From an optimization exercise on the open Yosys and OpenROAD flow, aimed at small area, a short achievable clock period and few clock cycles per item; shortcuts taken in it are not production practice. Only simulation tests tie the RTL to the original design; equivalence was not proved. No activity file was given, so power comes from the tool's default toggle rates.

Design msf_decoder, start of the top module:
module msf_decoder (
    input  wire        clk,
    input  wire        rst,           
    input  wire        start,         
    input  wire [7:0]  count,         
    input  wire [31:0] start_time,    
    output reg  [7:0]  mem_raddr,
    input  wire [7:0]  mem_rdata,
    output reg         done,
    output reg  [8:0]  dstat,         
    output reg  [5:0]  secs,
    output reg  [7:0]  rd_ptr,
    output reg  [59:0] a_bits,        
    output reg  [59:0] b_bits,        
    output reg  [31:0] rec_ticks,
    output reg  [7:0]  rec_year,
    output reg  [7:0]  rec_month,
    output reg  [7:0]  rec_day,
    output reg  [2:0]  rec_dow,
    output reg  [7:0]  rec_hour,
    output reg  [7:0]  rec_minute,
    output reg         rec_bst,
    output reg  [15:0] rec_dut1
);
Size: about 3300 cells after synthesis, ~450 flip-flops, ~300 I/O pins, about 0.030 sq mm of cells after synthesis.
==> flow/config.mk <==
export PLATFORM = sky130hd
export DESIGN_NAME = msf_decoder
export DESIGN_NICKNAME = msf_decoder
export VERILOG_FILES = /design/flow/design.v
export SDC_FILE = /design/flow/constraint.sdc
export NUM_CORES = 4
export LEC_CHECK = 0
export CAP_MARGIN = 20
export CORE_MARGIN = 2
export CORE_UTILIZATION = 40
export PLACE_DENSITY = 0.6
export SLEW_MARGIN = 20
==> flow/constraint.sdc <==
create_clock -name core_clock -period 30.0 [get_ports {clk}]
set_input_delay 6.0000 -clock core_clock [delete_from_list [all_inputs] [get_ports {clk}]]
set_output_delay 6.0000 -clock core_clock [all_outputs]
set_load 0.01 [all_outputs]
standard.sh (not shown) runs the stock make flow with config.mk's settings and CLKGATE_MAP_FILE= SYNTH_SCRIPT=/design/flow/synth_recipe.tcl, a recipe that flattens the netlist after the stock synthesis.
==> flow/flow/run.sh <==
#!/bin/bash
# Standard layout (standard.sh: the standard flow's own ORFS run, synthesis unchanged) with
# two settings changed:
#  - timing repair aims for setup slack SETUP_SLACK_MARGIN below the clock
#    period, so that it shortens the critical paths instead of stopping as
#    soon as the 30 ns period is met;
#  - ports are buffered with the small buf_1 (the resizer upsizes it where
#    timing needs it) instead of the default delay-cell buffer.
set -euo pipefail
bash standard.sh finish SETUP_SLACK_MARGIN=22.7 \
    "BUFFER_PORTS_ARGS=-buffer_cell sky130_fd_sc_hd__buf_1" > standard.log 2>&1
Testbench counts at the start, summed over its fixed seeds: cycles 48,359, decodes 384.
Edit:
--- a/flow/flow/run.sh
+++ b/flow/flow/run.sh
@@ -9,3 +9,3 @@
 set -euo pipefail
 bash standard.sh finish SETUP_SLACK_MARGIN=22.7 \
-    "BUFFER_PORTS_ARGS=-buffer_cell sky130_fd_sc_hd__buf_1" > standard.log 2>&1
+    "BUFFER_PORTS_ARGS=-buffer_cell sky130_fd_sc_hd__buf_1" CORE_UTILIZATION=55 PLACE_DENSITY=0.7 > standard.log 2>&1
Effect: Non-clock buffer count does not change; first-iteration DRC count grows by 22%; count of clock-buffer cells in the layout is unchanged; cell count shrinks by 5.9%; final area shrinks by 0.74%; setup slack stays flat; maximum frequency is about the same; worst hold slack gets worse by 0.0069 ns; global-route usage grows by 8.7 points; wire length grows by 4.1%; sequential share of layout area grows by 0.23 points.
Edit:
==> flow/flow/run.sh (replaced) <==
#!/bin/bash
# Standard layout (standard.sh: the standard flow's own ORFS run, synthesis unchanged) with
# some settings changed:
#  - timing repair aims for setup slack SETUP_SLACK_MARGIN below the clock
#    period, so that it shortens the critical paths instead of stopping as
#    soon as the 30 ns period is met;
#  - ports are buffered with the small buf_1 (the resizer upsizes it where
#    timing needs it) instead of the default delay-cell buffer;
#  - the clock tree uses larger sink clusters (fewer buffers);
#  - no extra margin on the slew and capacitance limits.
set -euo pipefail
bash standard.sh finish SETUP_SLACK_MARGIN=22.7 \
    "BUFFER_PORTS_ARGS=-buffer_cell sky130_fd_sc_hd__buf_1" \
    CTS_CLUSTER_SIZE=24 CTS_CLUSTER_DIAMETER=100 \
    CAP_MARGIN=0 SLEW_MARGIN=0 > standard.log 2>&1
- The new run finished with timing, DRC and antenna clean
- core utilization is lower by 18 points
- final area is lower by about 1.9%
- fmax barely changes
- sequential power stays flat
- non-clock buffer count is higher by 8
- clock-buffer cell count is lower by 41
- total power is lower by 11%
Edit:
==> flow/flow/run.sh (replaced) <==
#!/bin/bash
# Standard layout (standard.sh: the standard flow's own ORFS run, synthesis unchanged) with
# some settings changed:
#  - timing repair aims for setup slack SETUP_SLACK_MARGIN below the clock
#    period, so that it shortens the critical paths instead of stopping as
#    soon as the 30 ns period is met;
#  - ports are buffered with the small buf_1 (the resizer upsizes it where
#    timing needs it) instead of the default delay-cell buffer;
#  - the clock tree uses larger sink clusters (fewer buffers).
set -euo pipefail
bash standard.sh finish SETUP_SLACK_MARGIN=22.8 \
    "BUFFER_PORTS_ARGS=-buffer_cell sky130_fd_sc_hd__buf_1" \
    CTS_CLUSTER_SIZE=24 CTS_CLUSTER_DIAMETER=100 > standard.log 2>&1
Wire length is about the same.
Synthesized area stays the same.
First-iteration DRC count increases by about 2.4%.
Die area stays the same.
Sequential power is about the same.
Setup slack is better by 0.088 ns.
Design area increases by 1.1%.
Edit:
==> flow/flow/run.sh (replaced) <==
#!/bin/bash
# Standard layout (standard.sh: the standard flow's own ORFS run, synthesis unchanged) with
# some settings changed:
#  - timing repair aims for setup slack SETUP_SLACK_MARGIN below the clock
#    period, so that it shortens the critical paths instead of stopping as
#    soon as the 30 ns period is met; it works on the worst path only
#    (TNS_END_PERCENT=0), which sets the period;
#  - ports are buffered with the small buf_1 (the resizer upsizes it where
#    timing needs it) instead of the default delay-cell buffer;
#  - the clock tree uses larger sink clusters (fewer buffers);
#  - no extra margin on the slew and capacitance limits.
set -euo pipefail
bash standard.sh finish SETUP_SLACK_MARGIN=22.7 TNS_END_PERCENT=0 \
    "BUFFER_PORTS_ARGS=-buffer_cell sky130_fd_sc_hd__buf_1" \
    CTS_CLUSTER_SIZE=24 CTS_CLUSTER_DIAMETER=100 \
    CAP_MARGIN=0 SLEW_MARGIN=0 > standard.log 2>&1
Result: Register-to-register slack degrades by 0.25 ns. Global-route usage is about the same. Worst setup slack loses 0.26 ns. Utilization falls by 1.0 points. Combinational power barely changes. Wire length went down by about 1.6%. Sequential share of layout area is higher by 0.15 points.

==> re-timing with driven ports <==
No port has a modelled driver above. Below, the same layouts with a new extraction and two added sets of constraints. Step 1, drivers: a clkbuf_16 drives clk and a buf_2 each remaining input, both assumed. Step 2, shift: input delay + t, output delay - t, t = (earliest + latest rising clock arrival at the registers) / 2. This alone moves slack from input paths to output paths. Slacks: ideal / step 1 / step 2; pairs: ideal / step 1.
run | t, ns | slack for setup (ns) | worst setup path at the end | worst data-port slew with drivers (ns) | pins driven straight from the clock port
the first run | 0.653 | 22.720 / 22.656 / 22.284 | input to register | 0.08 | 1
the second run | 0.654 | 22.722 / 22.659 / 22.409 | input to register | 0.06 | 1
the third run | 0.627 | 22.729 / 22.667 / 22.293 | input to register | 0.07 | 1
the fourth run | 0.639 | 22.817 / 22.753 / 22.368 | input to register | 0.07 | 1
the fifth run | 0.625 | 22.558 / 22.496 / 22.141 | input to register | 0.08 | 1
After both steps setup and hold are still met in every run listed. The setup slack of the fourth run, which loses most, moves by -0.064 ns with the drivers and by -0.449 ns with both steps.
